Context: an optimization exercise on an open-source flow, tuned for small area, a short achievable clock period and few clock cycles per item. The choices shown serve that exercise and are no tape-out recipe. RTL that was checked went through simulation tests only; none was proved equivalent to the original. For run 5, only the layout was checked, not whether the RTL still works. No activity file was given, so power comes from the tool's default toggle rates.

[flow/flow/run.sh]
#!/bin/bash
# Standard ORFS layout with fast port buffers and free cell resizing:
#  - ports are buffered with buf_1 instead of the default delay-buffer cell
#  - the resizer may swap a cell for any cell of the same function
#    (MATCH_CELL_FOOTPRINT=0), not only same-footprint ones.
set -euo pipefail
bash standard.sh MATCH_CELL_FOOTPRINT=0 \
  "BUFFER_PORTS_ARGS=-buffer_cell sky130_fd_sc_hd__buf_1" \
  finish > standard.log 2>&1
[flow/design.v]
module can_frame_parser (
    input  wire        clk,
    input  wire        rst,
    input  wire        in_valid,
    output wire        in_ready,
    input  wire [10:0] in_id,
    input  wire [3:0]  in_dlc,
    input  wire [63:0] in_data,
    output wire        rd_valid,
    input  wire        rd_ready,
    output wire        rd_last,
    output wire [7:0]  rd_field,
    output reg  [1:0]  rd_kind,
    output wire [16:0] rd_raw,
    output reg  [1:0]  rd_scale,
    output wire [55:0] rd_text,
    output wire [2:0]  rd_textlen,
    output wire        tx_valid,
    output wire [10:0] tx_id,
    output wire [3:0]  tx_dlc,
    output wire [63:0] tx_data,
    output wire        done,
    output reg  [5:0]  fault_bits,
    output wire [15:0] fault_count
);
    localparam [1:0] SEL_IDLE = 2'd0, SEL_A = 2'd1, SEL_B = 2'd2, SEL_C = 2'd3;
    localparam [1:0] K_NUM = 2'd0, K_ONOFF = 2'd1, K_LABEL = 2'd2, K_TEXT = 2'd3;
    localparam [4:0] P_NONE = 5'd0, P_282 = 5'd1, P_381 = 5'd2, P_382 = 5'd3,
                     P_481 = 5'd4, P_A1 = 5'd6, P_A3 = 5'd7,
                     P_B1 = 5'd8, P_C2 = 5'd9, P_C4 = 5'd10, P_C5 = 5'd11,
                     P_C6 = 5'd12, P_C8 = 5'd13, P_C9 = 5'd14, P_C14 = 5'd15,
                     P_OS0 = 5'd16;   
    reg [1:0]  sel;
    reg [3:0]  line;           
    reg        upload;
    reg        carry_valid;
    reg [7:0]  carry_byte;     
    reg [15:0] fc;
    assign fault_count = fc;
    reg        em;             
    reg        zd;             
    reg        eml;            
    reg        skip1;          
    reg        txp;            
    reg [1:0]  tx_code;
    reg        cst;            
    reg [2:0]  tlen;
    reg [55:0] dat;            
    wire [7:0] d1 = dat[7:0],   d2 = dat[15:8],  d3 = dat[23:16], d4 = dat[31:24];
    wire [7:0] d5 = dat[39:32], d6 = dat[47:40], d7 = dat[55:48];
    localparam [1:0] H_NEXT = 2'd0, H_ZERO = 2'd2, H_SEXT = 2'd3;
    function [21:0] enc(input [1:0] kd, input [1:0] sc, input [2:0] k, input [1:0] hm,
                        input sgn, input bitm);
        reg [6:0] ls;
        reg [7:0] hs;
    begin
        ls = (k == 3'd0) ? 7'd1 : (7'd1 << (k - 3'd1));
        hs = (hm == H_NEXT) ? (8'd1 << k) : 8'd0;
        enc = {kd, sc, ls, bitm, hs, hm == H_SEXT, sgn};
    end
    endfunction
    function [29:0] desc(input [4:0] plan, input [2:0] idx);
        reg [2:0] k;
        reg [1:0] hm;
        reg       sgn;      
        reg       bitm;     
        reg [7:0] fbase;
        reg [1:0] kd, sc;
    begin
        k     = 3'd1;
        hm    = H_NEXT;
        sgn   = 1'b0;
        bitm  = 1'b0;
        fbase = 8'd0;
        kd  = K_NUM;
        sc = 2'd0;
        case (plan)
            P_282: begin
                fbase = 8'h01;
                if (idx[0]) begin k = 3'd1; sgn = 1'b1; sc = 2'd2; end
                else begin k = 3'd7; hm = H_ZERO; end
            end
            P_381: begin
                fbase = 8'h03; sgn = 1'b1; sc = 2'd2;
                k = (idx == 3'd0) ? 3'd7 : (idx == 3'd1) ? 3'd2 : 3'd4;
            end
            P_382: begin fbase = 8'h06; k = 3'd1; sgn = 1'b1; sc = 2'd2; end
            P_481: begin
                fbase = 8'h07; hm = H_ZERO;
                case (idx)
                    3'd0: begin k = 3'd7; kd = K_LABEL; end
                    3'd1: begin k = 3'd1; kd = K_LABEL; end
                    3'd2: begin k = 3'd5; kd = K_ONOFF; bitm = 1'b1; end
                    3'd3: begin k = 3'd2; kd = K_ONOFF; bitm = 1'b1; end
                    3'd4: begin k = 3'd3; kd = K_ONOFF; bitm = 1'b1; end
                    default: begin k = 3'd6; kd = K_ONOFF; bitm = 1'b1; end
                endcase
            end
            P_A1: begin
                fbase = 8'h10;
                if (idx[0]) begin k = 3'd6; sgn = 1'b1; sc = 2'd2; end
                else begin k = 3'd5; hm = H_ZERO; sc = 2'd1; end
            end
            P_A3: begin fbase = 8'h12; k = 3'd1; hm = H_SEXT; sgn = 1'b1; end
            P_B1: begin fbase = 8'h18; kd = K_TEXT; end
            P_C2: begin fbase = 8'h20; sgn = 1'b1; sc = 2'd2; k = idx[0] ? 3'd4 : 3'd2; end
            P_C4: begin fbase = 8'h22; sgn = 1'b1; sc = 2'd2; k = idx[0] ? 3'd4 : 3'd6; end
            P_C5: begin
                fbase = 8'h24; sgn = 1'b1; sc = 2'd2;
                k = (idx == 3'd0) ? 3'd1 : (idx == 3'd1) ? 3'd3 : 3'd5;
            end
            P_C6: begin
                fbase = 8'h27;
                case (idx)
                    3'd0: begin k = 3'd0; sgn = 1'b1; sc = 2'd2; end
                    3'd1: begin k = 3'd2; end
                    3'd2: begin k = 3'd4; sc = 2'd1; end
                    3'd3: begin k = 3'd6; hm = H_ZERO; end
                    default: begin k = 3'd7; hm = H_ZERO; end
                endcase
            end
            P_C8: begin
                fbase = 8'h2C;
                if (idx[0]) begin k = 3'd2; sc = 2'd2; end
                else begin k = 3'd0; sc = 2'd1; end
            end
            P_C9: begin
                fbase = 8'h2E; sc = 2'd3;
                if (idx[0]) k = 3'd2;
                else k = 3'd0;
            end
            P_C14: begin fbase = 8'h30; k = 3'd2; sgn = 1'b1; sc = 2'd2; end
            default: if (plan[4]) begin
                fbase = {5'b10000, plan[2:0]};
                k = 3'd4;
                case (plan[2:0])
                    3'd0, 3'd1: begin sgn = 1'b1; sc = 2'd2; end
                    3'd5:       hm = H_ZERO;
                    default:    ;
                endcase
            end
        endcase
        desc = {fbase + {5'd0, idx}, enc(kd, sc, k, hm, sgn, bitm)};
    end
    endfunction
    function [21:0] descf(input [7:0] f);
        reg [2:0] k;
        reg [1:0] hm, kd, sc;
        reg       sgn, bitm;
    begin
        k    = 3'd2;
        hm   = H_NEXT;
        kd   = K_NUM;
        sc   = 2'd2;
        sgn  = 1'b1;
        bitm = 1'b0;
        case (f)
            8'h02: k = 3'd1;                                    
            8'h04: k = 3'd2;                                    
            8'h05: k = 3'd4;                                    
            8'h08: begin k = 3'd1; hm = H_ZERO; kd = K_LABEL; sc = 2'd0; sgn = 1'b0; end
            8'h09: begin k = 3'd5; hm = H_ZERO; kd = K_ONOFF; sc = 2'd0; sgn = 1'b0; bitm = 1'b1; end
            8'h0A: begin k = 3'd2; hm = H_ZERO; kd = K_ONOFF; sc = 2'd0; sgn = 1'b0; bitm = 1'b1; end
            8'h0B: begin k = 3'd3; hm = H_ZERO; kd = K_ONOFF; sc = 2'd0; sgn = 1'b0; bitm = 1'b1; end
            8'h0C: begin k = 3'd6; hm = H_ZERO; kd = K_ONOFF; sc = 2'd0; sgn = 1'b0; bitm = 1'b1; end
            8'h11: k = 3'd6;                                    
            8'h21: k = 3'd4;                                    
            8'h23: k = 3'd4;                                    
            8'h25: k = 3'd3;                                    
            8'h26: k = 3'd5;                                    
            8'h28: begin k = 3'd2; sc = 2'd0; sgn = 1'b0; end   
            8'h29: begin k = 3'd4; sc = 2'd1; sgn = 1'b0; end   
            8'h2A: begin k = 3'd6; hm = H_ZERO; sc = 2'd0; sgn = 1'b0; end
            8'h2B: begin k = 3'd7; hm = H_ZERO; sc = 2'd0; sgn = 1'b0; end
            8'h2D: begin k = 3'd2; sgn = 1'b0; end              
            8'h2F: begin k = 3'd2; sc = 2'd3; sgn = 1'b0; end   
            default: ;
        endcase
        descf = enc(kd, sc, k, hm, sgn, bitm);
    end
    endfunction
    function [22:0] descn(input [7:0] f, input skip1);
        case (f)
            8'h07: descn = skip1 ? {1'b0, descf(8'h09)} : {1'b0, descf(8'h08)};
            8'h01: descn = {1'b1, descf(8'h02)};
            8'h03: descn = {1'b0, descf(8'h04)};
            8'h04: descn = {1'b1, descf(8'h05)};
            8'h08: descn = {1'b0, descf(8'h09)};
            8'h09: descn = {1'b0, descf(8'h0A)};
            8'h0A: descn = {1'b0, descf(8'h0B)};
            8'h0B: descn = {1'b1, descf(8'h0C)};
            8'h10: descn = {1'b1, descf(8'h11)};
            8'h20: descn = {1'b1, descf(8'h21)};
            8'h22: descn = {1'b1, descf(8'h23)};
            8'h24: descn = {1'b0, descf(8'h25)};
            8'h25: descn = {1'b1, descf(8'h26)};
            8'h27: descn = {1'b0, descf(8'h28)};
            8'h28: descn = {1'b0, descf(8'h29)};
            8'h29: descn = {1'b0, descf(8'h2A)};
            8'h2A: descn = {1'b1, descf(8'h2B)};
            8'h2C: descn = {1'b1, descf(8'h2D)};
            8'h2E: descn = {1'b1, descf(8'h2F)};
            default: descn = {1'b0, descf(8'h00)};
        endcase
    endfunction
    reg [4:0] c_plan;       
    reg [2:0] c_idx;        
    reg       c_last;       
    reg [3:0] c_min;        
    reg       c_f4, c_f5;   
    reg       c_ncv;        
    reg       c_cst;        
    always @* begin
        c_plan = P_NONE;
        c_idx  = 3'd0;
        c_last = 1'b0;
        c_min  = 4'b0000;
        c_f4   = 1'b0;
        c_f5   = 1'b0;
        c_ncv  = carry_valid;
        c_cst  = 1'b0;
        case (sel)
            SEL_A: case (line)
                4'd1: begin c_plan = P_A1; c_min = 4'b1000; end
                4'd3: begin c_plan = P_A3; c_min = 4'b0001; c_last = 1'b1; end
                default: ;
            endcase
            SEL_B: if (line == 4'd1) begin c_plan = P_B1; c_last = 1'b1; end
            SEL_C: case (line)
                4'd2:  begin c_plan = P_C2; c_min = 4'b0100; end
                4'd4:  begin c_plan = P_C4; c_min = 4'b1000; end
                4'd5:  begin c_plan = P_C5; c_min = 4'b1000; c_f4 = carry_valid;
                             c_ncv = 1'b1; c_cst = 1'b1; end
                4'd6:  begin c_plan = P_C6; c_min = 4'b1000; c_f5 = !carry_valid;
                             c_ncv = 1'b0; c_idx = {2'd0, !carry_valid}; end
                4'd7:  begin c_min = 4'b1000; c_f4 = carry_valid;
                             c_ncv = 1'b1; c_cst = 1'b1; end
                4'd8:  begin c_plan = P_C8; c_min = 4'b1000; c_f5 = !carry_valid;
                             c_ncv = 1'b1; c_cst = 1'b1; c_idx = {2'd0, !carry_valid};
                             c_last = !carry_valid; end
                4'd9:  begin c_plan = P_C9; c_min = 4'b0010; c_f5 = !carry_valid;
                             c_ncv = 1'b0; c_idx = {2'd0, !carry_valid};
                             c_last = !carry_valid; end
                4'd14: begin c_plan = P_C14; c_min = 4'b0010; c_last = 1'b1; end
                default: ;
            endcase
            default: ;
        endcase
    end
    wire [29:0] c_desc    = desc(c_plan, c_idx);
    wire [3:0]  line_inc  = (line == 4'd15) ? line : line + 4'd1;
    wire [7:0] i0 = in_data[7:0], i1 = in_data[15:8], i2 = in_data[23:16], i3 = in_data[31:24];
    wire       dge1 = in_dlc >= 4'd1, dge3 = in_dlc >= 4'd3, dge4 = in_dlc >= 4'd4;
    wire       dge5 = in_dlc >= 4'd5, dge6 = in_dlc >= 4'd6, dge7 = in_dlc >= 4'd7;
    wire       dok  = in_dlc <= 4'd8;
    wire id282 = in_id == 11'h282, id381 = in_id == 11'h381;
    wire id382 = in_id == 11'h382, id481 = in_id == 11'h481;
    wire id_st = in_id == 11'h1c1;
    wire idfam = id_st || in_id == 11'h1c2 || in_id == 11'h1c3;
    wire c282 = dok && id282 && dge3;
    wire c381 = dok && id381 && dge6;
    wire c382 = dok && id382 && dge3;
    wire c481 = dok && id481 && dge7;
    wire s_short = dok && ((id282 && !dge3) || (id381 && !dge6) ||
                           (id382 && !dge3) || (id481 && !dge7));
    wire fam   = dok && idfam;
    wire pre_a = dge3 && i0 == 8'h41 && i1 == 8'h3f && i2 == 8'h50;
    wire pre_b = dge3 && i0 == 8'h41 && i1 == 8'h0f && i2 == 8'h34;
    wire pre_c = dge3 && i0 == 8'h41 && i1 == 8'h1d && i2 == 8'h50;
    wire pre   = fam && (pre_a || pre_b || pre_c);
    wire band  = fam && dge1 && i0[7:4] == 4'h4 && !(pre_a || pre_b || pre_c);
    wire cont  = fam && dge1 && (i0 == 8'h00 || i0 == 8'h10);
    wire t3 = dge4 && i0 == 8'h43 && i1 == 8'h30 && i2 == 8'h20 && i3 == 8'h01;
    wire t4 = dge4 && i0 == 8'h43 && i1 == 8'h30 && i2 == 8'h20 && i3 == 8'h02;
    wire t0 = dge3 && i0 == 8'h4B && i1 == 8'h10 && i2 == 8'h20;
    wire t1 = dge3 && i0 == 8'h4B && i1 == 8'h11 && i2 == 8'h20;
    wire t2 = dge3 && i0 == 8'h43 && i1 == 8'h20 && i2 == 8'h20;
    wire t5 = dge3 && i0 == 8'h4F && i1 == 8'h40 && i2 == 8'h20;
    wire t_fit   = (t0 || t1 || t2 || t3 || t4) ? dge6 : dge5;
    wire hit     = t0 || t1 || t2 || t3 || t4 || t5;
    wire os_ok   = fam && hit && t_fit;
    wire os_short = fam && hit && !t_fit;
    wire [2:0] t_idx = {t4 || t5, t2 || t3, t1 || t3 || t5};
    wire c_act   = cont && sel != SEL_IDLE;
    wire dge2 = in_dlc >= 4'd2, dge8 = in_dlc >= 4'd8;
    wire c_fit   = !((c_min[3] && !dge8) || (c_min[2] && !dge6) ||
                     (c_min[1] && !dge4) || (c_min[0] && !dge2));
    wire c_ok    = c_act && c_fit;
    wire c_short = c_act && !c_fit;
    wire hard    = !dok || s_short || os_short || c_short;
    wire lk0 = i0 > 8'h0F, lk1 = i1 > 8'h1F;
    wire [5:0] fbits = {c_ok && c_f5, c_ok && c_f4, c481 && lk1, c481 && lk0,
                        !dok, s_short || os_short || c_short};
    wire       fault = !dok || s_short || os_short || (c_act && (!c_fit || c_f4 || c_f5)) ||
                       (c481 && (lk0 || lk1));
    wire [2:0]  idx481  = lk0 ? (lk1 ? 3'd2 : 3'd1) : 3'd0;
    wire        c_rd    = c_ok && (c_plan != P_NONE);
    wire        has_rd  = c282 || c381 || c382 || c481 || os_ok || c_rd;
    wire        f_last  = c382 || os_ok || (c_rd && c_last);
    wire [4:0]  os_plan = P_OS0 + {2'd0, t_idx};
    wire        q_os    = idfam && i0[7:4] == 4'h4;
    wire        q_cont  = idfam && (i0 == 8'h00 || i0 == 8'h10);
    wire [29:0] f_desc  = ({30{id282}} & desc(P_282, 3'd0)) |
                          ({30{id381}} & desc(P_381, 3'd0)) |
                          ({30{id382}} & desc(P_382, 3'd0)) |
                          ({30{id481}} & desc(P_481, idx481)) |
                          ({30{q_os}}  & desc(os_plan, 3'd0)) |
                          ({30{q_cont}} & c_desc);
    wire       n_tx    = id_st && ((pre && pre_c) || (cont && upload && !c_short));
    wire [1:0] n_code  = pre ? 2'd0 : (i0[4] ? 2'd2 : 2'd1);
    wire       n_cst   = c_ok && c_cst;
    wire       u_band  = band && !os_short;
    wire       u_off   = id_st && dok && !cont && !os_short;
    reg [2:0] n_tlen;
    integer j;
    always @* begin
        n_tlen = 3'd0;
        for (j = 1; j < 8; j = j + 1)
            if (in_data[8*j +: 8] != 8'd0 && j < in_dlc) n_tlen = j[2:0];
    end
    assign rd_valid = em;
    assign rd_last  = eml;
    assign done     = zd || (eml && rd_ready);
    assign in_ready = (!em && !eml) || (eml && rd_ready);
    wire   ce       = !em || (eml && rd_ready);
    wire   take     = in_valid && ce && !rst;
    wire        skip    = rd_field == 8'h07 && skip1;
    wire [7:0]  fld_nx  = {2'b00, rd_field[5:0] + {4'd0, skip, !skip}};
    wire [22:0] dn      = descn(rd_field, skip1);
    wire [29:0] desc_nx = {fld_nx, dn[21:0]};
    reg [6:0] r_ls;       
    reg [7:0] r_hs;       
    reg       r_hx;       
    reg       r_sgn, r_bitm;
    reg       r_f7;       
    reg [5:0] r_f;        
    assign rd_field = {r_f7, 1'b0, r_f};
    reg [7:0] lo_b, hi_b, lo, hi;
    always @* begin
        lo_b = ({8{r_ls[0]}} & d1) | ({8{r_ls[1]}} & d2) | ({8{r_ls[2]}} & d3) |
               ({8{r_ls[3]}} & d4) | ({8{r_ls[4]}} & d5) | ({8{r_ls[5]}} & d6) |
               ({8{r_ls[6]}} & d7);
        hi_b = ({8{r_hs[0]}} & carry_byte) | ({8{r_hs[1]}} & d2) | ({8{r_hs[2]}} & d3) |
               ({8{r_hs[3]}} & d4) | ({8{r_hs[4]}} & d5) | ({8{r_hs[5]}} & d6) |
               ({8{r_hs[6]}} & d7) | ({8{r_hs[7]}} & d1);
        lo = {lo_b[7:1] & {7{!r_bitm}}, lo_b[0]};
        hi = hi_b | {8{r_hx & lo_b[7]}};
    end
    assign rd_raw     = {(r_sgn & hi_b[7]) | (r_hx & lo_b[7]), hi, lo};
    assign rd_text    = dat;
    assign rd_textlen = tlen;
    assign tx_valid = txp;
    assign tx_id    = 11'h241;
    assign tx_dlc   = 4'd8;
    assign tx_data  = {56'd0, 6'b101000, tx_code};
    wire single = id282 || id381 || id481;
    always @(posedge clk) begin
        if (ce) begin
            skip1      <= id481 && lk1;
            {r_f7, r_f} <= {f_desc[29], f_desc[27:22]};
            {rd_kind, rd_scale, r_ls, r_bitm, r_hs, r_hx, r_sgn} <= f_desc[21:0];
            tx_code    <= n_code;
            cst        <= n_cst;
            tlen       <= n_tlen;
            fault_bits <= fbits;
            dat        <= {single ? i0 : in_data[63:56], in_data[55:25],
                           id481 ? in_data[52] : in_data[24], in_data[23:17],
                           id481 ? in_data[41] : in_data[16], in_data[15:8]};
        end else if (rd_ready) begin
            {r_f7, r_f} <= {desc_nx[29], desc_nx[27:22]};
            {rd_kind, rd_scale, r_ls, r_bitm, r_hs, r_hx, r_sgn} <= desc_nx[21:0];
        end
        if (done && cst) carry_byte <= d7;
        if (rst) begin
            em          <= 1'b0;
            zd          <= 1'b0;
            eml         <= 1'b0;
            txp         <= 1'b0;
            sel         <= SEL_IDLE;
            line        <= 4'd0;
            upload      <= 1'b0;
            carry_valid <= 1'b0;
            fc          <= 16'd0;
        end else begin
            if (ce) begin
                em  <= in_valid && has_rd;
                zd  <= in_valid && !has_rd;
                eml <= in_valid && f_last;
            end else if (rd_ready) begin
                eml <= dn[22];
            end
            txp <= take && n_tx;
            if (take) begin
                if (fault && ~&fc) fc <= fc + 16'd1;
                if (pre) begin
                    sel         <= pre_a ? SEL_A : pre_b ? SEL_B : SEL_C;
                    line        <= 4'd1;
                    carry_valid <= 1'b0;
                end else if (u_band) begin
                    sel         <= SEL_IDLE;
                    line        <= 4'd0;
                    carry_valid <= 1'b0;
                end else if (c_ok) begin
                    line        <= line_inc;
                    carry_valid <= c_ncv;
                end
                if (pre)
                    upload <= id_st && pre_c;
                else if (u_off)
                    upload <= 1'b0;
            end
        end
    end
endmodule
[flow/standard.sh]
#!/bin/bash
# synth_recipe.tcl (not shown) runs the flow's synth.tcl, then flattens the netlist and writes it again
# the make line also repeats each setting of config.mk as NAME=value (left out here)
make -C /OpenROAD-flow-scripts/flow DESIGN_CONFIG=/design/flow/config.mk WORK_HOME=/design/flow/orfs CLKGATE_MAP_FILE= SYNTH_SCRIPT=/design/flow/synth_recipe.tcl "${@:-finish}"
[flow/config.mk]
export PLATFORM = sky130hd
export DESIGN_NAME = can_frame_parser
export DESIGN_NICKNAME = can_frame_parser
export VERILOG_FILES = /design/flow/design.v
export SDC_FILE = /design/flow/constraint.sdc
export NUM_CORES = 4
export LEC_CHECK = 0
export CAP_MARGIN = 20
export CORE_MARGIN = 2
export CORE_UTILIZATION = 35
export CTS_BUF_LIST = sky130_fd_sc_hd__clkbuf_8
export CTS_CLUSTER_DIAMETER = 150
export CTS_CLUSTER_SIZE = 40
export PLACE_DENSITY = 0.6
export SETUP_SLACK_MARGIN = 2.25
export SLEW_MARGIN = 20
[flow/constraint.sdc]
create_clock -name core_clock -period 6.0 [get_ports {clk}]
set_input_delay 1.2000 -clock core_clock [delete_from_list [all_inputs] [get_ports {clk}]]
set_output_delay 1.2000 -clock core_clock [all_outputs]
set_load 0.01 [all_outputs]
==> impl_results.md, run 1 <==
* Initial standard-cell utilization of the core at 0.356
* Distinct cell type count of the synthesized netlist at roughly 80
* Path type of the worst min-delay path: flop to flop
* Peak fanout along the critical path at 13
* Kind of capture point of the worst setup path: flop
* Number of H-tree branching levels at 4
* Share of the synthesized area in the top cell type at 0.369
* I/O Pins at around 280
* Final cell count without fillers at 1434
* Chip height at ~160 um
* Synthesis Warnings at 1
* Mean post-synth cell area at about 9.4 um2
* Final Wtd Congestion at between 0.9 and 1
* Placement Rows at 57
* Number of max-slew violations in the final report at 0
* Overall routing resource usage at 0.232
* Total detailed-routing wirelength at 31200 um
* Avg Vias per Cell at ~5.7
* Max-cap violation count at 0
* Library cell occupying the most area in the post-synthesis netlist: edfxtp_1
* Total global routing overflow at 0
* Final number of setup-violating endpoints at 0
* Number of diodes added for antenna fixing at 0
* Critical path data arrival time at between 4 and 5 ns
* Ys flop type: edfxtp_1
* Setup TNS at 0 ns
* Post-route clock period utilization at 0.614
* Required time reported for the critical path endpoint at ~6.4 ns
* Clk slew on worst S/H paths at approximately 0.080 ns
* Area growth from synthesis to layout at 13.7%
* Worst clock skew at 0.0128 ns
* Headroom to the max-slew limit at 0.363
* RSZ-0062 raised after global routing: no
* Fin. Hold Viols at 0
* Worst-Skew Late Latency at about 0.47 ns
* Post-detailed-route wirelength per cell at approximately 22 um
* Die W at around 160 um
* Iteration-0 DRC count of the detailed router at ~1400
* Type of the setup path with the least slack: input port to flop
* Number of global-route vias before repair at between 7000 and 8000
* Total via count in the routed design at roughly 8200
* Synthesized instance count at between 900 and 1000
* Power density cells at between 150 and 200 mW/mm2
* Post-CTS Hold Buffers at 0
* Static leakage at around 3.4 nW
* Filler instances at between 2000 and 2500
* Measured slew at the worst slew-check pin at approximately 0.95 ns
* Wire length of the first global-routing pass at around 46000 um
* Total Nets Final at ~1200
* Final routed DRC violation total at 0
* Top achievable clock speed at roughly 0.27 GHz
* Die area at 0.0259 mm2
* Status: complete, no violations
* Clock tree from TritonCTS: built
* Time the worst path needs with I/O delays and setup at roughly 3.7 ns
* Maximum count of clock buffers along a single path at 2
* Biggest area contributors in the synthesized netlist: edfxtp_1 (37%), buf_4 (7.0%), dfxtp_1 (6.5%)
* Placed wire-length estimate after detailed placement at 24100 um
* Clock buffer count from CTS at 17
* Post-synthesis sequential element count at about 130
* Largest voltage drop on the vdd net at just over 0.1 mV
* Number of sinks on the clock net at around 130
* EDFF count, synth at 106
* Critical path launch point type: input port
* Antenna violations before repair at 0
* Core box area at 0.0242 mm2
* # port buffers at slightly below 200
* Library cell with the highest instance count after synthesis: edfxtp_1
* Sequential share of the synthesized area at 0.434
* Pin count of the biggest net entering global routing at 60
* Number of nets still failing antenna checks after routing at 0
* Fraction of final layout cells with drive strength greater than 1 at 0.0703
* List of most frequent post-synthesis cells: edfxtp_1 (106), buf_4 (80), nor2_1 (77)
* Length of the first detailed-routing pass in iterations at 6
* Placed insts at 1398
* Master cell of the clock root buffer: clkbuf_8
* Share of flip-flops with an asynchronous set or reset after synthesis at 0
* Synthesized area at approximately 0.0086 mm2
power breakdown:
group | switching (mW) | total [mW] | internal (mW)
Clock | 0.407 | 0.743 | 0.336
Combinational | 0.114 | 0.157 | 0.0431
Sequential | 0.0264 | 1.05 | 1.02
metal layers:
metal	GRT usage	part of all wire	wire, um
met1	0.309	0.42	13200
met2	0.378	0.47	14700
met3	0.0496	0.081	2510
met4	0.0739	0.026	803
met5	0	0	0
worst max-delay path, stage by stage:
cell and delay [ns]:
buf_1 0.14, or4bb_1 0.57, nor4_4 0.43, or4b_4 0.57
a211oi_2 0.23, nor3_1 0.16, a31oi_4 0.19, buf_12 0.16
nand4_1 0.10, mux2_2 0.29
sequential cells by signal, indices dropped and copies added (netlist names), 3 cells and up:
register,count
carry_byte,8
dat,56
fault_bits,6
fc,16
line,4
r_f,6
r_hs,8
r_ls,7
tlen,3
cells by family after synthesis:
logic type                 count (synthesis)  share of synthesized area
AOI/OAI and AO/OA                        243                      0.196
other                                      2                   0.000870
DFF                                      134                      0.434
adders and majority gates                 14                     0.0212
muxes                                     21                     0.0261
xor gates and xnor gates                   9                    0.00914
and+or+nand+nor                          344                      0.213
buffers and inverters                    148                      0.100
path summary, 6_finish.rpt:
| check | endpoint | startpoint | slack, ns | cells past startpoint |
|---|---|---|---|---|
| max | fc[9]$_SDFFE_PP0P_ | in_id[6] | 2.32 | 10 |
| min | upload$_SDFFE_PP0P_ | upload$_SDFFE_PP0P_ | 0.48 | 2 |
| min reg2reg | upload$_SDFFE_PP0P_ | upload$_SDFFE_PP0P_ | 0.48 | 2 |
| max reg2reg | r_ls[1]$_DFFE_PP_ | line[0]$_SDFFE_PP0P_ | 2.52 | 8 |
cells in the final DEF (no fill, tap or decap), types with 24 or more instances in the layout:
| master | count |
|---|---|
| dfxtp_1 | 28 |
| inv_1 | 24 |
| nor3_1 | 31 |
| nor2_1 | 77 |
| buf_1 | 197 |
| conb_1 | 78 |
| edfxtp_1 | 106 |
| a21oi_1 | 50 |
| o21ai_0 | 37 |
| a22oi_1 | 38 |
| nand3_1 | 29 |
| nand2_1 | 65 |
per-stage QoR:
step / power [mW] / setup slack [ns] / area, um2 / hold slack [ns] / utilization
after floorplan: 1.17 / 2.34 / 8910 / 0.449 / -
after global placement: 1.22 / 1.61 / 9350 / 0.466 / 0.385
after detailed placement: 1.22 / 1.51 / 9350 / 0.483 / 0.385
after CTS: 1.95 / 2.29 / 9770 / 0.495 / 0.403
after global routing: 2.00 / 2.26 / 9810 / 0.521 / 0.405
final: 1.95 / 2.32 / 9810 / 0.483 / 0.405
layout make-up:
cell class              instances  area, um2  area share
flip-flops and latches        134       3740       0.382
clock inverters                15        141      0.0144
inverters                      27        103      0.0105
well taps                     324        405      0.0413
repair buffers                207        825      0.0841
multi-input cells             710       4360       0.444
clock buffers                  17        234      0.0239
repair_timing:
item	in CTS	in global routing
buffers inserted	2	1
setup endpoints to repair	16	19
hold endpoints to repair	0	0
resized for setup	1	8
gates cloned	1	0
pin swaps	1	1
Testbench counts, summed over its fixed seeds: cycles 35,159, frames 20,000.
==> inputs of run 2 (changes only) <==
--- a/flow/design.v
+++ b/flow/design.v
@@ -35,8 +35,9 @@
     reg        upload;
     reg        carry_valid;
     reg [7:0]  carry_byte;     
-    reg [15:0] fc;
-    assign fault_count = fc;
+    reg [15:0] fc;             
+    reg        fpend;          
+    assign fault_count = (fpend && ~&fc) ? fc + 16'd1 : fc;
     reg        em;             
     reg        zd;             
     reg        eml;            
@@ -381,6 +382,7 @@
             upload      <= 1'b0;
             carry_valid <= 1'b0;
             fc          <= 16'd0;
+            fpend       <= 1'b0;
         end else begin
             if (ce) begin
                 em  <= in_valid && has_rd;
@@ -390,8 +392,9 @@
                 eml <= dn[22];
             end
             txp <= take && n_tx;
+            fc    <= fault_count;
+            fpend <= take && fault;
             if (take) begin
-                if (fault && ~&fc) fc <= fc + 16'd1;
                 if (pre) begin
                     sel         <= pre_a ? SEL_A : pre_b ? SEL_B : SEL_C;
                     line        <= 4'd1;
==> impl_results.md, run 2 <==
* # port buffers at between 150 and 200
* Die area at 0.0257 mm2
* Worst-Skew Late Latency at 0.47 ns
* Mean post-synth cell area at between 9 and 10 um2
* Wire length of the first global-routing pass at approximately 44000 um
* Chip height at between 150 and 200 um
* Peak fanout along the critical path at 6
* Overall power after layout at 2.04 mW
* Total global routing overflow at 0
* Measured slew at the worst slew-check pin at roughly 1.0 ns
* Largest registers: dat (56), fc (16)
* Placement Rows at 57
* Most frequent standard cell in the layout excluding fill and tap cells: buf_1
* CP Capture Point: fault_count[15]
* Worst clock skew at about 0.024 ns
* Number of sinks on the clock net at between 100 and 150
* Number of max-slew violations in the final report at 0
* Antenna violations before repair at 0
* Critical path data arrival time at approximately 2.4 ns
* Area growth from synthesis to layout at 14.1%
* EDFF count, synth at approximately 110
* Sequential share of the synthesized area at 0.440
* Worst r2r src: line[0]$_SDFFE_PP0P_
* Total Nets Final at about 1200
* Headroom to the max-slew limit at 0.335
* Share of flip-flops with an asynchronous set or reset after synthesis at 0
* Placed wire-length estimate after detailed placement at around 23000 um
* Clk slew on worst S/H paths at 0.09 ns
* Synthesized area at 0.00855 mm2
* Static leakage at between 3 and 4 nW
* Clock buffer count from CTS at 17
* Share of the synthesized area in the top cell type at 0.372
* Max FFs per register at 56
* Power density cells at ~210 mW/mm2
* Library cell with the highest instance count after synthesis: edfxtp_1
* Post-synthesis sequential element count at between 100 and 150
* Time the worst path needs with I/O delays and setup at approximately 3.6 ns
* Type of the setup path with the least slack: flop to output pin
* I/O Pins at 277
* List of most frequent post-synthesis cells: edfxtp_1 (106), buf_4 (79), nand2_1 (75)
* Core box area at approximately 0.024 mm2
* Number of nets still failing antenna checks after routing at 0
* Status: complete, no violations
* Master cell of the clock root buffer: clkbuf_8
* Largest register by flop count: dat
* Top library cells by usage in the layout, fill and taps aside: buf_1 (195), edfxtp_1 (106), conb_1 (78), nand2_1 (75), nor2_1 (63)
* Avg Vias per Cell at about 5.6
* Setup slack, reg-to-reg at approximately 2.8 ns
* Highest metal used: met4
* Launch point of the critical path: fc[5]$_SDFF_PP0_
* Largest voltage drop on the vdd net at roughly 0.12 mV
* Synthesized instance count at 886
* Biggest area contributors in the synthesized netlist: edfxtp_1 (37%), buf_4 (6.9%), dfxtp_1 (6.8%)
* Overall routing resource usage at 0.223
* Synthesis Warnings at 1
* Kind of capture point of the worst setup path: output pin
* Library cell occupying the most area in the post-synthesis netlist: edfxtp_1
* RSZ-0062 raised after global routing: yes
* Critical path launch point type: flop
* Wire length on met1 at 12000 um
* Final routed DRC violation total at 0
* Depth of the worst register-to-register path at 12
* Iteration-0 DRC count of the detailed router at 895
* Pin count of the biggest net entering global routing at between 70 and 80
* R2R Path End: r_f[4]$_DFFE_PP_
* Initial standard-cell utilization of the core at 0.353
* Fraction of final layout cells with drive strength greater than 1 at 0.0710
* Path type of the worst min-delay path: flop to flop
* Length of the first detailed-routing pass in iterations at 6
* Maximum count of clock buffers along a single path at 2
* Number of global-route vias before repair at 7312
* Final number of setup-violating endpoints at 0
* Clock tree from TritonCTS: built
* Post-detailed-route wirelength per cell at 21.0 um
* Final Wtd Congestion at between 0.8 and 0.9
* Top achievable clock speed at 0.279 GHz
* Ys flop type: edfxtp_1
* Number of H-tree branching levels at 4
* Die W at roughly 160 um
* Routed met2 length at 14000 um
* Max-cap violation count at 0
* Routed length on met3 at about 2200 um
* Fin. Hold Viols at 0
* Total detailed-routing wirelength at between 20000 and 30000 um
* Post-route clock period utilization at 0.597
* Distinct cell type count of the synthesized netlist at 78
* Total via count in the routed design at 7795
* Setup TNS at 0 ns
* Required time reported for the critical path endpoint at ~4.8 ns
* Number of diodes added for antenna fixing at 0
## run 2: worst max-delay path, stage by stage, from the launching register on
cell,delay (ns)
dfxtp_1,0.37
nand3_1,0.14
or3_4,0.40
nor4_2,0.42
nor2b_1,0.20
xor2_1,0.21
buf_1,0.19
## run 2: how the worst min path moves through the flow
stage	startpoint	endpoint	slack, ns	depth (start not counted)
after global placement	upload$_SDFFE_PP0P_	upload$_SDFFE_PP0P_	0.46	2
after floorplan	upload$_SDFFE_PP0P_	upload$_SDFFE_PP0P_	0.45	2
after CTS	upload$_SDFFE_PP0P_	upload$_SDFFE_PP0P_	0.49	2
final	upload$_SDFFE_PP0P_	upload$_SDFFE_PP0P_	0.49	2
after detailed placement	upload$_SDFFE_PP0P_	upload$_SDFFE_PP0P_	0.48	2
after global routing	upload$_SDFFE_PP0P_	upload$_SDFFE_PP0P_	0.54	2
## run 2: timing repair
action | in CTS | in global routing
resized for setup | 4 | 10
endpoints found under the setup margin | 9 | 16
hold buffers | 0 | 0
setup buffers | 0 | 3
pin swaps | 0 | 5
## run 2: report_power, final
group / switching (mW) / internal, mW
combinational: 0.110 / 0.0423
sequential: 0.0309 / 1.03
clock: 0.414 / 0.421
## run 2: layout make-up
cell class / instances / area (um2)
Fill cell: 2460 / 14400
Clock buffer: 17 / 234
Sequential cell: 135 / 3760
Tap cell: 324 / 405
Multi-Input combinational cell: 680 / 4280
Clock inverter: 15 / 190
Timing Repair Buffer: 206 / 812
Inverter: 18 / 68.8
## run 2: per-stage QoR
stage	std cells	hold slack (ns)	setup WS (ns)	util	area, um2
global route	1395	0.542	2.22	0.403	9750
global placement	1360	0.465	1.81	0.382	9230
detailed placement	1360	0.478	1.78	0.382	9230
finish	1395	0.492	2.42	0.403	9750
CTS	1392	0.494	2.26	0.400	9680
floorplan	962	0.450	2.50	-	8830
## run 2: kinds of logic (layout without fill, tap and decap cells)
family / Yosys count / in the layout / synth area share
AOI/OAI and AO/OA: 216 / 216 / 0.183
and+or+nand+nor: 333 / 333 / 0.212
adders and majority gates: 13 / 13 / 0.0199
other: 2 / 78 / 0.000879
muxes: 14 / 14 / 0.0177
DFF: 135 / 135 / 0.440
xor gates and xnor gates: 26 / 26 / 0.0266
buffers and inverters: 147 / 256 / 0.0999
## run 2: layer usage
metal  GRT usage  vias to the layer above
met5           0                        -
met4      0.0872                        0
met3      0.0558                       71
met2       0.374                      443
met1       0.277                     3701
li1            -                     3580
Testbench counts of run 2, summed over its fixed seeds: cycles 35,159, frames 20,000.
==> inputs of run 3 (changes only) <==
--- a/flow/config.mk
+++ b/flow/config.mk
@@ -12,5 +12,5 @@
 export CTS_CLUSTER_DIAMETER = 150
 export CTS_CLUSTER_SIZE = 40
 export PLACE_DENSITY = 0.6
-export SETUP_SLACK_MARGIN = 2.25
+export SETUP_SLACK_MARGIN = 2.75
 export SLEW_MARGIN = 20
==> impl_results.md, run 3 <==
* Measured slew at the worst slew-check pin at 0.943 ns
* Post-synthesis sequential element count at 135
* Final cell count without fillers at around 1500
* Post-CTS Hold Buffers at 0
* Arithmetic-cell share of the synthesized area counting full adders, half adders and majority gates at 0.0199
* Initial standard-cell utilization of the core at 0.353
* Total global routing overflow at 0
* Library cell with the highest instance count after synthesis: edfxtp_1
* Fraction of synthesized area in multiplexers at 0.0177
* Area fraction in and, or, nand and nor cells after synthesis at 0.212
* Largest register by flop count: dat
* Clock tree from TritonCTS: built
* Synthesized instance count at ~900
* Total Nets Final at about 1200
* Pin count of the biggest net entering global routing at 51
* Post-detailed-route wirelength per cell at between 20 and 25 um
* Total via count in the routed design at ~8300
* Fin. Hold Viols at 0
* Combinational family with the most area after synthesis: simple AND/OR/NAND/NOR gates
* List of most frequent post-synthesis cells: edfxtp_1 (106), buf_4 (79), nand2_1 (75)
* # port buffers at 198
* Kind of capture point of the worst setup path: output pin
* Path type of the worst min-delay path: flop to flop
* Chip height at around 160 um
* Iteration-0 DRC count of the detailed router at roughly 970
* Headroom to the max-slew limit at 0.366
* Placed insts at around 1400
* Number of sinks on the clock net at between 100 and 150
* Library cell occupying the most area in the post-synthesis netlist: edfxtp_1
* Time the worst path needs with I/O delays and setup at around 3.5 ns
* Top achievable clock speed at 0.287 GHz
* Max-cap violation count at 0
* Largest registers: dat (56), fc (16)
* Launch point of the critical path: fc[4]$_SDFF_PP0_
* I/O Pins at around 280
* Compound-Gate Fraction of Synth Area at 0.183
* Static leakage at 3.93 nW
* Number of max-slew violations in the final report at 0
* Clock buffer count from CTS at 17
* Total detailed-routing wirelength at just over 30000 um
* Avg Vias per Cell at between 5 and 6
* Peak fanout along the critical path at 4
* Wire length of the first global-routing pass at roughly 46000 um
* Antenna violations before repair at 1
* Status: complete, no violations
* Synthesis Warnings at 1
* Synthesized area at 0.00855 mm2
* Core box area at between 0.02 and 0.025 mm2
* Number of nets still failing antenna checks after routing at 0
* Placed wire-length estimate after detailed placement at between 20000 and 25000 um
* Mean post-synth cell area at between 9 and 10 um2
* Fraction of final layout cells with drive strength greater than 1 at 0.199
* Final Wtd Congestion at ~0.94
* Setup TNS at 0 ns
* Max FFs per register at 56
* Placement Rows at 57
* Area growth from synthesis to layout at 23.8%
* Clk slew on worst S/H paths at 0.10 ns
* Type of the setup path with the least slack: flop to output pin
* Number of diodes added for antenna fixing at 0
* Worst r2r src: r_f[5]$_DFFE_PP_
* Die W at 160 um
* Die area at 0.0257 mm2
* Top library cells by usage in the layout, fill and taps aside: buf_1 (166), edfxtp_1 (106), conb_1 (78), nand2_1 (70), nor2_1 (61)
* Worst Hold Launch: upload$_SDFFE_PP0P_
* Share of the synthesized area in the top cell type at 0.372
* EDFF count, synth at around 110
* Final routed DRC violation total at 0
* Post-route clock period utilization at 0.581
* Power density cells at around 190 mW/mm2
* Largest voltage drop on the vdd net at 0.104 mV
* Length of the first detailed-routing pass in iterations at 6
* Maximum count of clock buffers along a single path at 2
* Master cell of the clock root buffer: clkbuf_8
* Worst clock skew at about 0.023 ns
* Sequential share of the synthesized area at 0.440
* Required time reported for the critical path endpoint at approximately 4.8 ns
* Number of global-route vias before repair at between 7000 and 8000
* Ys flop type: edfxtp_1
* RSZ-0062 raised after global routing: yes
* Biggest area contributors in the synthesized netlist: edfxtp_1 (37%), buf_4 (6.9%), dfxtp_1 (6.8%)
* Overall routing resource usage at 0.234
* Number of H-tree branching levels at 4
* Xor-xnor portion of the synthesized cell area at 0.0266
* Critical path data arrival time at 2.29 ns
* Critical path launch point type: flop
* Worst-Skew Late Latency at roughly 0.47 ns
* Final number of setup-violating endpoints at 0
* Most frequent standard cell in the layout excluding fill and tap cells: buf_1
* Share of flip-flops with an asynchronous set or reset after synthesis at 0
* Distinct cell type count of the synthesized netlist at between 70 and 80
==> run 3: cell counts after synthesis <==
Identical to the previous run, type by type.
==> run 3: layer usage <==
| layer | vias to the layer above | GRT usage | share of wire | wire [um] |
|---|---|---|---|---|
| met2 | 514 | 0.394 | 0.49 | 15100 |
| met1 | 3997 | 0.296 | 0.40 | 12500 |
| li1 | 3710 | - | - | - |
| met4 | 0 | 0.0860 | 0.030 | 940 |
| met3 | 74 | 0.0509 | 0.079 | 2440 |
| met5 | - | 0 | 0 | 0 |
==> run 3: final cells by class <==
| cell class | count | area, um2 |
|---|---|---|
| repair buffers | 264 | 1330 |
| inverters | 18 | 68.8 |
| clock buffers | 17 | 234 |
| clock inverters | 15 | 135 |
| multi-input cells | 681 | 4630 |
| fillers | 2390 | 13600 |
| well taps | 324 | 405 |
| flip-flops and latches | 135 | 3780 |
==> run 3: final timing paths <==
check,end,slack [ns],cells after the start
worst max-delay path,fault_count[15],2.51,8
worst min-delay path,upload$_SDFFE_PP0P_,0.49,2
worst max register to register,r_sgn$_DFFE_PP_,2.96,7
worst min register to register,upload$_SDFFE_PP0P_,0.49,2
==> run 3: per-stage QoR <==
step                hold WS [ns]  total power [mW]  cell area (um2)  utilization  setup WS (ns)
floorplan                  0.450              1.18             8830            -           2.59
global placement           0.465              1.23             9250        0.382           1.78
detailed placement         0.475              1.23             9250        0.382           1.72
CTS                        0.491              1.96            10000        0.415           2.52
global route               0.509              2.03            10600        0.438           2.42
finish                     0.490              1.96            10600        0.438           2.51
==> run 3: cells by family (layout without fill, tap and decap cells) <==
group	Yosys count	in the layout
AND/OR/NAND/NOR	333	334
AO/OA/AOI/OAI	216	216
buffers and inverters	147	314
flip-flops	135	135
XOR/XNOR	26	26
multiplexers	14	14
adder cells (fa/ha/maj)	13	13
other	2	78
==> run 3: repair_timing <==
item / 4_1_cts / 5_1_grt
buffers inserted: 26 / 33
pin swaps: 21 / 28
setup endpoints to repair: 48 / 48
cloned: 0 / 1
resized for setup: 72 / 82
==> run 3: worst max-delay path, stage by stage, from the launching register on <==
cell	delay (ns)
dfxtp_2	0.35
nand3_2	0.09
or3_4	0.38
o31ai_4	0.26
buf_6	0.16
nor4_4	0.04
nor2b_2	0.16
xor2_1	0.20
buf_2	0.17
==> run 3: power breakdown <==
group | internal (mW) | total (mW) | switching [mW]
clock | 0.303 | 0.738 | 0.435
sequential | 1.03 | 1.06 | 0.0310
combinational | 0.0489 | 0.165 | 0.116
==> inputs of run 4 (changes only) <==
--- a/flow/config.mk
+++ b/flow/config.mk
@@ -12,5 +12,5 @@
 export CTS_CLUSTER_DIAMETER = 150
 export CTS_CLUSTER_SIZE = 40
 export PLACE_DENSITY = 0.6
-export SETUP_SLACK_MARGIN = 2.75
+export SETUP_SLACK_MARGIN = 2.5
 export SLEW_MARGIN = 20
==> impl_results.md, run 4 <==
* Peak fanout along the critical path at 4
* Distinct cell type count of the synthesized netlist at approximately 80
* Total global routing overflow at 0
* Total detailed-routing wirelength at slightly below 30000 um
* Clk slew on worst S/H paths at ~0.090 ns
* Worst-Skew Late Latency at between 0.4 and 0.5 ns
* Most frequent standard cell in the layout excluding fill and tap cells: buf_1
* Ys flop type: edfxtp_1
* Wire length of the first global-routing pass at 44200 um
* Library cell with the highest instance count after synthesis: edfxtp_1
* Type of the setup path with the least slack: flop to output pin
* Number of nets still failing antenna checks after routing at 0
* Placed insts at ~1400
* Iteration-0 DRC count of the detailed router at between 800 and 900
* Setup slack, reg-to-reg at approximately 2.8 ns
* GRT Max-Usage Layer: met2
* Setup TNS at 0 ns
* EDFF count, synth at 106
* Share of the synthesized area in the top cell type at 0.372
* Critical path launch point type: flop
* Antenna violations before repair at 0
* Largest register by flop count: dat
* Clock buffer count from CTS at 17
* Final Wtd Congestion at approximately 0.9
* List of most frequent post-synthesis cells: edfxtp_1 (106), buf_4 (79), nand2_1 (75)
* Static leakage at between 3 and 4 nW
* Status: complete, no violations
* Number of sinks on the clock net at 135
* Maximum single-stage delay on the critical path at between 0.4 and 0.5 ns
* Largest registers: dat (56), fc (16)
* RSZ-0062 raised after global routing: yes
* Crit-path cells: nand3_4 -> or3_4 -> o31a_1 -> nand4_1 -> buf_6 -> nor3_1 -> xor2_1 -> buf_2
* Met2 track demand over resource in global routing at 0.379
* Worst r2r src: line[0]$_SDFFE_PP0P_
* Number of H-tree branching levels at 4
* Length of the first detailed-routing pass in iterations at 6
* Overall routing resource usage at 0.225
* Max-cap violation count at 0
* Final cell count without fillers at around 1400
* Die area at around 0.026 mm2
* Core box area at 0.0242 mm2
* Clock tree from TritonCTS: built
* Slowest cell on crit path: or3_4
* Critical path data arrival time at between 2 and 2.5 ns
* Headroom to the max-slew limit at 0.338
* Number of max-slew violations in the final report at 0
* Worst slack on hold paths at 0.495 ns
* Placed wire-length estimate after detailed placement at 22600 um
* Time the worst path needs with I/O delays and setup at roughly 3.5 ns
* Required time reported for the critical path endpoint at roughly 4.8 ns
* I/O Pins at about 280
* Kind of capture point of the worst setup path: output pin
* Synthesis Warnings at 1
* Synthesized instance count at just under 900
* Top achievable clock speed at 0.284 GHz
* Avg Vias per Cell at ~5.6
* Sequential share of the synthesized area at 0.440
* Share of flip-flops with an asynchronous set or reset after synthesis at 0
* Path type of the worst min-delay path: flop to flop
* Number of diodes added for antenna fixing at 0
* Total Nets Final at 1163
* Post-detailed-route wirelength per cell at approximately 21 um
* Power density cells at about 210 mW/mm2
* Biggest area contributors in the synthesized netlist: edfxtp_1 (37%), buf_4 (6.9%), dfxtp_1 (6.8%)
* Chip height at 160 um
* Largest voltage drop on the vdd net at roughly 0.12 mV
* Initial standard-cell utilization of the core at 0.353
* Post-route clock period utilization at 0.586
* # port buffers at just under 200
* Final routed DRC violation total at 0
* Post-synthesis sequential element count at about 140
* Mean post-synth cell area at 9.65 um2
* Fin. Hold Viols at 0
* Placement Rows at between 50 and 60
* Master cell of the clock root buffer: clkbuf_8
* Worst Hold Launch: upload$_SDFFE_PP0P_
* Final number of setup-violating endpoints at 0
* Number of global-route vias before repair at around 7400
* Met3 Use GR at 0.0548
* Fraction of final layout cells with drive strength greater than 1 at 0.101
* Max FFs per register at 56
* Filler instances at approximately 2400
* Synthesized area at roughly 0.0085 mm2
* Total via count in the routed design at between 7000 and 8000
* Top library cells by usage in the layout, fill and taps aside: buf_1 (185), edfxtp_1 (106), conb_1 (78), nand2_1 (74), nor2_1 (62)
* Area growth from synthesis to layout at 16.1%
* Launch point of the critical path: fc[5]$_SDFF_PP0_
* Post-layout utilization of the core at 0.410
* Pin count of the biggest net entering global routing at 79
* Met1 track utilization from global routing at 0.279
* Overall power after layout at 2.05 mW
* Library cell occupying the most area in the post-synthesis netlist: edfxtp_1
* Die W at 160 um
* Worst clock skew at approximately 0.027 ns
* Maximum count of clock buffers along a single path at 2
* Measured slew at the worst slew-check pin at 0.993 ns
==> run 4: kinds of logic (layout without fill, tap and decap cells) <==
| group | Yosys count | in the layout | share of synthesized area |
|---|---|---|---|
| and+or+nand+nor | 333 | 333 | 0.212 |
| AOI/OAI and AO/OA | 216 | 216 | 0.183 |
| buffers and inverters | 147 | 265 | 0.0999 |
| DFF | 135 | 135 | 0.440 |
| xor gates and xnor gates | 26 | 26 | 0.0266 |
| muxes | 14 | 14 | 0.0177 |
| adders and majority gates | 13 | 13 | 0.0199 |
| other | 2 | 78 | 0.000879 |
==> run 4: power by group <==
group	leakage, nW	total (mW)	internal (mW)	switching [mW]
Combinational	1.87	0.154	0.0431	0.110
Sequential	1.41	1.06	1.03	0.0312
Clock	0.213	0.837	0.421	0.416
==> run 4: final cells by class <==
cell class | count | area, um2 | share of cell area
multi-input combinational | 680 | 4350 | 0.439
clock buffer | 17 | 234 | 0.0236
timing repair buffer | 215 | 895 | 0.0902
clock inverter | 15 | 190 | 0.0192
inverter | 18 | 68.8 | 0.00694
sequential | 135 | 3780 | 0.381
tap | 324 | 405 | 0.0409
==> run 4: through the flow <==
step,worst slack (ns),instance area [um2]
after CTS,2.51,9800
after global placement,1.81,9230
final,2.48,9920
after floorplan,2.50,8830
after global routing,2.35,9920
after detailed placement,1.78,9230
==> run 4: path summary, 6_finish.rpt <==
| kind | to | depth (start not counted) |
|---|---|---|
| worst max-delay path | fault_count[8] | 8 |
| worst min-delay path | upload$_SDFFE_PP0P_ | 2 |
| worst max register to register | r_f[4]$_DFFE_PP_ | 12 |
| worst min register to register | upload$_SDFFE_PP0P_ | 2 |
==> run 4: what timing repair did <==
| item | CTS | global route |
|---|---|---|
| gates resized for setup | 23 | 33 |
| endpoints found under the setup margin | 20 | 34 |
| buffers inserted | 7 | 5 |
| pin swaps | 8 | 5 |
| hold buffers | 0 | 0 |
==> run 4: layer usage <==
layer,vias up,routed length (um),part of all wire
met5,-,0,0
li1,3605,-,-
met2,432,14200,0.48
met4,0,1020,0.035
met1,3706,12200,0.41
met3,81,2190,0.074
==> run 4: worst max-delay path, delay by kind of cell, from the launching register on <==
family | cells | cell delay [ns]
simple gates | 4 | 0.71
compound gates | 1 | 0.26
buf+inv | 2 | 0.30
flops | 1 | 0.38
xor+xnor | 1 | 0.20
==> inputs of run 5 (changes only) <==
--- a/flow/design.v
+++ b/flow/design.v
@@ -37,7 +37,17 @@
     reg [7:0]  carry_byte;     
     reg [15:0] fc;             
     reg        fpend;          
-    assign fault_count = (fpend && ~&fc) ? fc + 16'd1 : fc;
+    reg [3:0]  fc_g;           
+    wire        fc_inc = fpend && !(&fc_g);
+    wire [3:0]  fc_ci  = {fc_inc && fc_g[0] && fc_g[1] && fc_g[2],
+                          fc_inc && fc_g[0] && fc_g[1], fc_inc && fc_g[0], fc_inc};
+    reg  [15:0] fc_cy;
+    integer     n;
+    always @* begin
+        for (n = 0; n < 4; n = n + 1)
+            fc_cy[4*n +: 4] = {4{fc_ci[n]}} & {&fc[4*n +: 3], &fc[4*n +: 2], fc[4*n], 1'b1};
+    end
+    assign fault_count = fc ^ fc_cy;
     reg        em;             
     reg        zd;             
     reg        eml;            
@@ -383,6 +393,7 @@
             carry_valid <= 1'b0;
             fc          <= 16'd0;
             fpend       <= 1'b0;
+            fc_g        <= 4'd0;
         end else begin
             if (ce) begin
                 em  <= in_valid && has_rd;
@@ -393,6 +404,7 @@
             end
             txp <= take && n_tx;
             fc    <= fault_count;
+            fc_g  <= {&fault_count[15:12], &fault_count[11:8], &fault_count[7:4], &fault_count[3:0]};
             fpend <= take && fault;
             if (take) begin
                 if (pre) begin
==> impl_results.md, run 5 <==
* R2R Path End: r_f[4]$_DFFE_PP_
* Critical path launch point type: input port
* FF/Latch Area at 0.00384 mm2
* Slowest cell on crit path: a2111oi_0
* Peak fanout along the critical path at 10
* Final cell count without fillers at 1459
* Total Nets Final at between 1000 and 1500
* RSZ-0062 raised after global routing: no
* Critical path data arrival time at about 3.7 ns
* Clock buffer count from CTS at 17
* EDFF count, synth at ~110
* Status: complete, no violations
* Top achievable clock speed at around 0.3 GHz
* Sequential share of the synthesized area at 0.425
* Clk slew on worst S/H paths at 0.08 ns
* Die W at between 150 and 200 um
* Pin count of the biggest net entering global routing at 52
* Post-layout utilization of the core at 0.400
* Setup TNS at 0 ns
* Worst-Skew Late Latency at about 0.45 ns
* Die area at approximately 0.027 mm2
* Filler instances at about 2600
* Number of H-tree branching levels at 4
* Area growth from synthesis to layout at 11.8%
* Length of the first detailed-routing pass in iterations at 6
* Largest voltage drop on the vdd net at roughly 0.12 mV
* # port buffers at roughly 200
* Pre-CTS setup slack at between 2 and 2.5 ns
* Share of flip-flops with an asynchronous set or reset after synthesis at 0
* Headroom to the max-slew limit at 0.368
* List of most frequent post-synthesis cells: edfxtp_1 (106), buf_4 (83), nand2_1 (70)
* Number of global-route vias before repair at between 7000 and 8000
* Clock tree from TritonCTS: built
* Core box area at 0.0253 mm2
* Top cell family by delay on the critical path: compound AO/OA/AOI/OAI gates
* Kind of capture point of the worst setup path: flop
* Final number of setup-violating endpoints at 0
* Final Wtd Congestion at slightly above 0.9
* Overall routing resource usage at 0.220
* Maximum single-stage delay on the critical path at 0.68 ns
* Power density cells at between 200 and 250 mW/mm2
* Overall power after layout at roughly 2.1 mW
* PnR worst setup slack at 2.62 ns
* Sink of the worst hold path: zd$_SDFFE_PP0N_
* Total detailed-routing wirelength at 31000 um
* Total via count in the routed design at approximately 8400
* Most frequent standard cell in the layout excluding fill and tap cells: buf_1
* Worst path bufs/invs at 1
* Placed insts at approximately 1400
* Mean post-synth cell area at ~9.6 um2
* Depth of the worst register-to-register path at 10
* Final routed DRC violation total at 0
* Path type of the worst min-delay path: flop to flop
* Iteration-0 DRC count of the detailed router at 1266
* Placed wire-length estimate after detailed placement at 24100 um
* Library cell occupying the most area in the post-synthesis netlist: edfxtp_1
* Number of sinks on the clock net at roughly 140
* Type of the setup path with the least slack: input port to flop
* Master cell of the clock root buffer: clkbuf_8
* Worst Hold Launch: zd$_SDFFE_PP0N_
* Fraction of final layout cells with drive strength greater than 1 at 0.0728
* Number of cells traversed by the worst hold path at 2
* I/O Pins at 277
* Worst slack on hold paths at 0.505 ns
* Setup slack, reg-to-reg at roughly 2.8 ns
* Biggest area contributors in the synthesized netlist: edfxtp_1 (35%), dfxtp_1 (7.3%), buf_4 (6.9%)
* Ys flop type: edfxtp_1
* Wire length of the first global-routing pass at about 45000 um
* Area of all placed cells without fillers at 0.0101 mm2
* Fin. Hold Viols at 0
* Post-route clock period utilization at 0.563
* Post-synthesis sequential element count at 139
* Static leakage at 3.65 nW
* Share of the synthesized area in the top cell type at 0.352
* Synthesized area at roughly 0.0090 mm2
* Number of nets still failing antenna checks after routing at 0
* Largest register by flop count: dat
* Time the worst path needs with I/O delays and setup at approximately 3.4 ns
* Worst clock skew at around 0.018 ns
* Cell area after placement at around 0.0097 mm2
* Chip height at roughly 160 um
* Antenna violations before repair at 3
* Post-detailed-route wirelength per cell at around 21 um
* Maximum count of clock buffers along a single path at 2
* Library cell with the highest instance count after synthesis: edfxtp_1
* Initial standard-cell utilization of the core at 0.358
* Worst r2r src: line[2]$_SDFFE_PP0P_
* Top library cells by usage in the layout, fill and taps aside: buf_1 (196), edfxtp_1 (106), conb_1 (78), nand2_1 (69), nor2_1 (69)
* Placement Rows at slightly below 60
* Distinct cell type count of the synthesized netlist at 87
* Required time reported for the critical path endpoint at roughly 6.3 ns
* Total area of multi-input combinational cells at around 0.0046 mm2
* Total global routing overflow at 0
* Avg Vias per Cell at between 5 and 6
* Largest registers: dat (56), fc (16)
* Number of max-slew violations in the final report at 0
* Measured slew at the worst slew-check pin at 0.934 ns
* Post-CTS Hold Buffers at 0
* Synthesis Warnings at 1
* Synthesized instance count at 944
* Max-cap violation count at 0
* Crit-path cells: buf_1 -> nor3b_1 -> nand4b_1 -> a2111oi_0 -> or2_2 -> o21ai_0 -> o32ai_1 -> o31ai_1
* Max FFs per register at 56
run 5: cell types whose count changed after synthesis, sizes merged, moves of 9 or more:
cell	before	now
clkbuf	45	33
a21oi	26	35
nor2b	24	14
nor4	28	15
buf	84	98
inv	18	32
run 5: per-layer routing:
layer  track usage  vias to the layer above  part of all wire
li1              -                     3784                 -
met1         0.287                     4004              0.41
met2         0.357                      493              0.47
met3        0.0492                       77             0.087
met4        0.0822                        2             0.034
met5             0                        -           0.00036
run 5: worst register-to-register path: stages (launching register included):
cell      delay, ns
dfxtp_1        0.85
nand2_1        0.26
o221a_2        0.39
a21oi_2        0.33
and2b_1        0.26
o21ai_0        0.15
nand2_1        0.07
ha_1           0.24
o21bai_1       0.16
a21oi_1        0.15
o22ai_1        0.10
run 5: cells by family (layout without fill, tap and decap cells):
family | after synthesis | in the layout | synth area share
simple gates | 354 | 354 | 0.221
compound gates | 234 | 234 | 0.187
buf+inv | 163 | 270 | 0.105
flops | 139 | 139 | 0.425
fa+ha+maj | 19 | 19 | 0.0263
xor+xnor | 19 | 19 | 0.0184
mux | 14 | 14 | 0.0167
other cells | 2 | 80 | 0.000830
run 5: final cells by class:
type	instances	area share
sequential	139	0.380
antenna	2	0.000495
tap	330	0.0408
inverter	32	0.0121
timing repair buffer	206	0.0797
multi-input combinational	718	0.451
clock inverter	15	0.0127
clock buffer	17	0.0231
run 5: report_power, final:
group          internal [mW]  switching (mW)  leakage (nW)
Combinational         0.0809           0.184          2.04
Sequential              1.08          0.0539          1.41
Clock                  0.328           0.398         0.193
Total                   1.49           0.637          3.65
run 5: timing repair:
action / 4_1_cts / 5_1_grt
resized for setup: 1 / 5
endpoints found under the setup margin: 1 / 25
pin swaps: 0 / 1
setup buffers: 0 / 2
run 5: worst max-delay path by stage:
stage,startpoint,endpoint,slack (ns),depth (start not counted)
floorplan,rd_ready,r_f[4]$_DFFE_PP_,2.60,7
global placement,rd_ready,carry_valid$_SDFFE_PP0P_,2.11,9
detailed placement,rd_ready,rd_kind[0]$_DFFE_PP_,2.05,7
CTS,rd_ready,carry_valid$_SDFFE_PP0P_,2.51,9
global route,in_data[12],eml$_SDFFE_PP0P_,2.50,8
finish,in_data[12],zd$_SDFFE_PP0N_,2.62,8
==> inputs of run 6 (changes only) <==
--- a/flow/design.v
+++ b/flow/design.v
@@ -10,9 +10,9 @@
     input  wire        rd_ready,
     output wire        rd_last,
     output wire [7:0]  rd_field,
-    output reg  [1:0]  rd_kind,
+    output wire [1:0]  rd_kind,
     output wire [16:0] rd_raw,
-    output reg  [1:0]  rd_scale,
+    output wire [1:0]  rd_scale,
     output wire [55:0] rd_text,
     output wire [2:0]  rd_textlen,
     output wire        tx_valid,
@@ -346,6 +346,19 @@
     reg       r_f7;       
     reg [5:0] r_f;        
     assign rd_field = {r_f7, 1'b0, r_f};
+    function [3:0] kind_scale(input [7:0] f);
+        case (f)
+            8'h07, 8'h08:               kind_scale = {K_LABEL, 2'd0};
+            8'h09, 8'h0A, 8'h0B, 8'h0C: kind_scale = {K_ONOFF, 2'd0};
+            8'h18:                      kind_scale = {K_TEXT, 2'd0};
+            8'h10, 8'h29, 8'h2C:        kind_scale = {K_NUM, 2'd1};
+            8'h2E, 8'h2F:               kind_scale = {K_NUM, 2'd3};
+            8'h01, 8'h12, 8'h28, 8'h2A, 8'h2B, 8'h82, 8'h83, 8'h84, 8'h85:
+                                        kind_scale = {K_NUM, 2'd0};
+            default:                    kind_scale = {K_NUM, 2'd2};
+        endcase
+    endfunction
+    assign {rd_kind, rd_scale} = kind_scale(rd_field);
     reg [7:0] lo_b, hi_b, lo, hi;
     always @* begin
         lo_b = ({8{r_ls[0]}} & d1) | ({8{r_ls[1]}} & d2) | ({8{r_ls[2]}} & d3) |
@@ -369,7 +382,7 @@
         if (ce) begin
             skip1      <= id481 && lk1;
             {r_f7, r_f} <= {f_desc[29], f_desc[27:22]};
-            {rd_kind, rd_scale, r_ls, r_bitm, r_hs, r_hx, r_sgn} <= f_desc[21:0];
+            {r_ls, r_bitm, r_hs, r_hx, r_sgn} <= f_desc[17:0];
             tx_code    <= n_code;
             cst        <= n_cst;
             tlen       <= n_tlen;
@@ -379,7 +392,7 @@
                            id481 ? in_data[41] : in_data[16], in_data[15:8]};
         end else if (rd_ready) begin
             {r_f7, r_f} <= {desc_nx[29], desc_nx[27:22]};
-            {rd_kind, rd_scale, r_ls, r_bitm, r_hs, r_hx, r_sgn} <= desc_nx[21:0];
+            {r_ls, r_bitm, r_hs, r_hx, r_sgn} <= desc_nx[17:0];
         end
         if (done && cst) carry_byte <= d7;
         if (rst) begin
--- a/flow/config.mk
+++ b/flow/config.mk
@@ -12,5 +12,5 @@
 export CTS_CLUSTER_DIAMETER = 150
 export CTS_CLUSTER_SIZE = 40
 export PLACE_DENSITY = 0.6
-export SETUP_SLACK_MARGIN = 2.5
+export SETUP_SLACK_MARGIN = 2.25
 export SLEW_MARGIN = 20
==> impl_results.md, run 6 <==
* Worst clock skew at 0.0198 ns
* Power density cells at around 200 mW/mm2
* # port buffers at ~200
* Number of global-route vias before repair at 7251
* Final number of setup-violating endpoints at 0
* List of most frequent post-synthesis cells: edfxtp_1 (102), buf_4 (79), nor2_1 (74)
* Number of H-tree branching levels at 4
* Ys flop type: edfxtp_1
* Time the worst path needs with I/O delays and setup at between 3 and 4 ns
* Placed wire-length estimate after detailed placement at between 20000 and 25000 um
* Master cell of the clock root buffer: clkbuf_8
* Filler instances at approximately 2500
* Number of sinks on the clock net at 135
* Die W at around 160 um
* Area growth from synthesis to layout at 13.2%
* Final routed DRC violation total at 0
* Chip height at 160 um
* Critical path data arrival time at roughly 2.4 ns
* Largest registers: dat (56), fc (16)
* Total via count in the routed design at 8063
* Mean post-synth cell area at 9.53 um2
* Synthesized area at around 0.0085 mm2
* Maximum count of clock buffers along a single path at 2
* Core box area at 0.0241 mm2
* Library cell occupying the most area in the post-synthesis netlist: edfxtp_1
* Sequential share of the synthesized area at 0.436
* Number of max-slew violations in the final report at 0
* FF/Latch Area at ~0.0037 mm2
* PnR worst setup slack at 2.45 ns
* Headroom to the max-slew limit at 0.217
* Iteration-0 DRC count of the detailed router at 1176
* Die area at 0.0257 mm2
* Final Wtd Congestion at roughly 0.9
* Required time reported for the critical path endpoint at between 4 and 5 ns
* I/O Pins at around 280
* Max-cap violation count at 0
* RSZ-0062 raised after global routing: yes
* Placement Rows at 57
* Max FFs per register at 56
* Worst r2r src: line[0]$_SDFFE_PP0P_
* Share of the synthesized area in the top cell type at 0.359
* Top library cells by usage in the layout, fill and taps aside: buf_1 (198), edfxtp_1 (102), conb_1 (78), nor2_1 (74), nand2_1 (61)
* Measured slew at the worst slew-check pin at around 1.2 ns
* Post-route clock period utilization at 0.591
* Largest register by flop count: dat
* Clk slew on worst S/H paths at 0.09 ns
* Total global routing overflow at 0
* R2R Path End: r_f[1]$_DFFE_PP_
* Fin. Hold Viols at 0
* Synthesized instance count at 896
* Status: complete, no violations
* Distinct cell type count of the synthesized netlist at around 80
* Pre-CTS setup slack at 1.94 ns
* Post-synthesis sequential element count at between 100 and 150
* Synthesis Warnings at 1
* Wire length of the first global-routing pass at between 40000 and 50000 um
* Sink of the worst hold path: upload$_SDFFE_PP0P_
* Total detailed-routing wirelength at approximately 30000 um
* Largest voltage drop on the vdd net at around 0.15 mV
* Length of the first detailed-routing pass in iterations at 6
* Type of the setup path with the least slack: flop to output pin
* Number of cells traversed by the worst hold path at 2
* Path type of the worst min-delay path: flop to flop
* Most frequent standard cell in the layout excluding fill and tap cells: buf_1
* Kind of capture point of the worst setup path: output pin
* Antenna violations before repair at 2
* Clock buffer count from CTS at 17
* Avg Vias per Cell at around 5.7
* Total area of multi-input combinational cells at ~0.0042 mm2
* Biggest area contributors in the synthesized netlist: edfxtp_1 (36%), dfxtp_1 (7.7%), buf_4 (6.9%)
* Setup TNS at 0 ns
==> run 6: cell types whose count changed after synthesis, moves of 6 or more <==
cell / previous run / this run
nor4_1: 13 / 24
nand3_1: 31 / 22
nand2_1: 70 / 62
nand4b_1: 11 / 3
or2_2: 8 / 1
and2_1: 15 / 9
==> run 6: worst max-delay path, cell delays in order, from the launching register on <==
cell      delay, ns
edfxtp_1       0.93
nor2_1         0.20
a32oi_1        0.40
and3b_1        0.21
buf_1          0.14
==> run 6: what timing repair did <==
item | 4_1_cts | 5_1_grt
hold buffers | 0 | 0
gates resized for setup | 0 | 2
endpoints found under the hold margin | 0 | 0
buffers inserted | 0 | 7
endpoints found under the setup margin | 0 | 5
==> run 6: logic make-up after synthesis <==
family          Yosys count  synth area share
compound gates          226             0.189
xor+xnor                 24            0.0246
fa+ha+maj                16            0.0243
buf+inv                 159             0.105
flops                   135             0.436
mux                      14            0.0179
other cells               2          0.000879
simple gates            320             0.202
==> run 6: worst max path at each step <==
stage / start / endpoint / slack (ns) / depth (start not counted)
global route: r_f[1]$_DFFE_PP_ / rd_scale[1] / 2.24 / 6
finish: r_f[2]$_DFFE_PP_ / rd_scale[1] / 2.45 / 4
global placement: rd_ready / r_ls[5]$_DFFE_PP_ / 2.06 / 7
floorplan: rd_ready / r_f[0]$_DFFE_PP_ / 2.55 / 7
detailed placement: rd_ready / r_ls[5]$_DFFE_PP_ / 1.94 / 7
CTS: r_f[0]$_DFFE_PP_ / rd_scale[1] / 2.27 / 7
==> run 6: metal layers <==
metal	GRT usage	vias up	wire, um
li1	-	3608	-
met1	0.290	3853	12400
met2	0.375	523	14400
met3	0.0473	77	2480
met4	0.0778	2	848
met5	0	-	13
==> run 6: final cells by class <==
cell class / count / area share
inverter: 34 / 0.0135
multi-input combinational: 678 / 0.435
antenna: 1 / 0.000259
clock buffer: 17 / 0.0242
clock inverter: 12 / 0.0136
sequential: 135 / 0.385
tap: 324 / 0.0419
timing repair buffer: 210 / 0.0862
==> run 6: stage by stage <==
stage / util / total power, mW / instance area [um2] / instances / hold WS, ns
after floorplan: - / 1.17 / 8830 / 972 / 0.450
after global placement: 0.383 / 1.22 / 9240 / 1374 / 0.511
after detailed placement: 0.383 / 1.22 / 9240 / 1374 / 0.512
after CTS: 0.399 / 1.95 / 9610 / 1403 / 0.524
after global routing: 0.401 / 1.99 / 9660 / 1410 / 0.547
final: 0.401 / 1.93 / 9670 / 1411 / 0.517
==> run 6: where the power goes <==
group          internal, mW  switching (mW)  leakage, nW
registers              1.02          0.0243         1.39
logic                0.0412           0.113         1.97
clock network         0.362           0.367        0.179
Testbench counts of run 6, summed over its fixed seeds: cycles 35,159, frames 20,000.

Re-timed with assumed drivers on the ports (clkbuf_16 on the clock, buf_2 on other inputs), run 6 has 2.414 ns of setup slack against 2.452 ns with ideal ports, and 1.955 ns once port delays also move by the mid clock arrival of 0.487 ns.
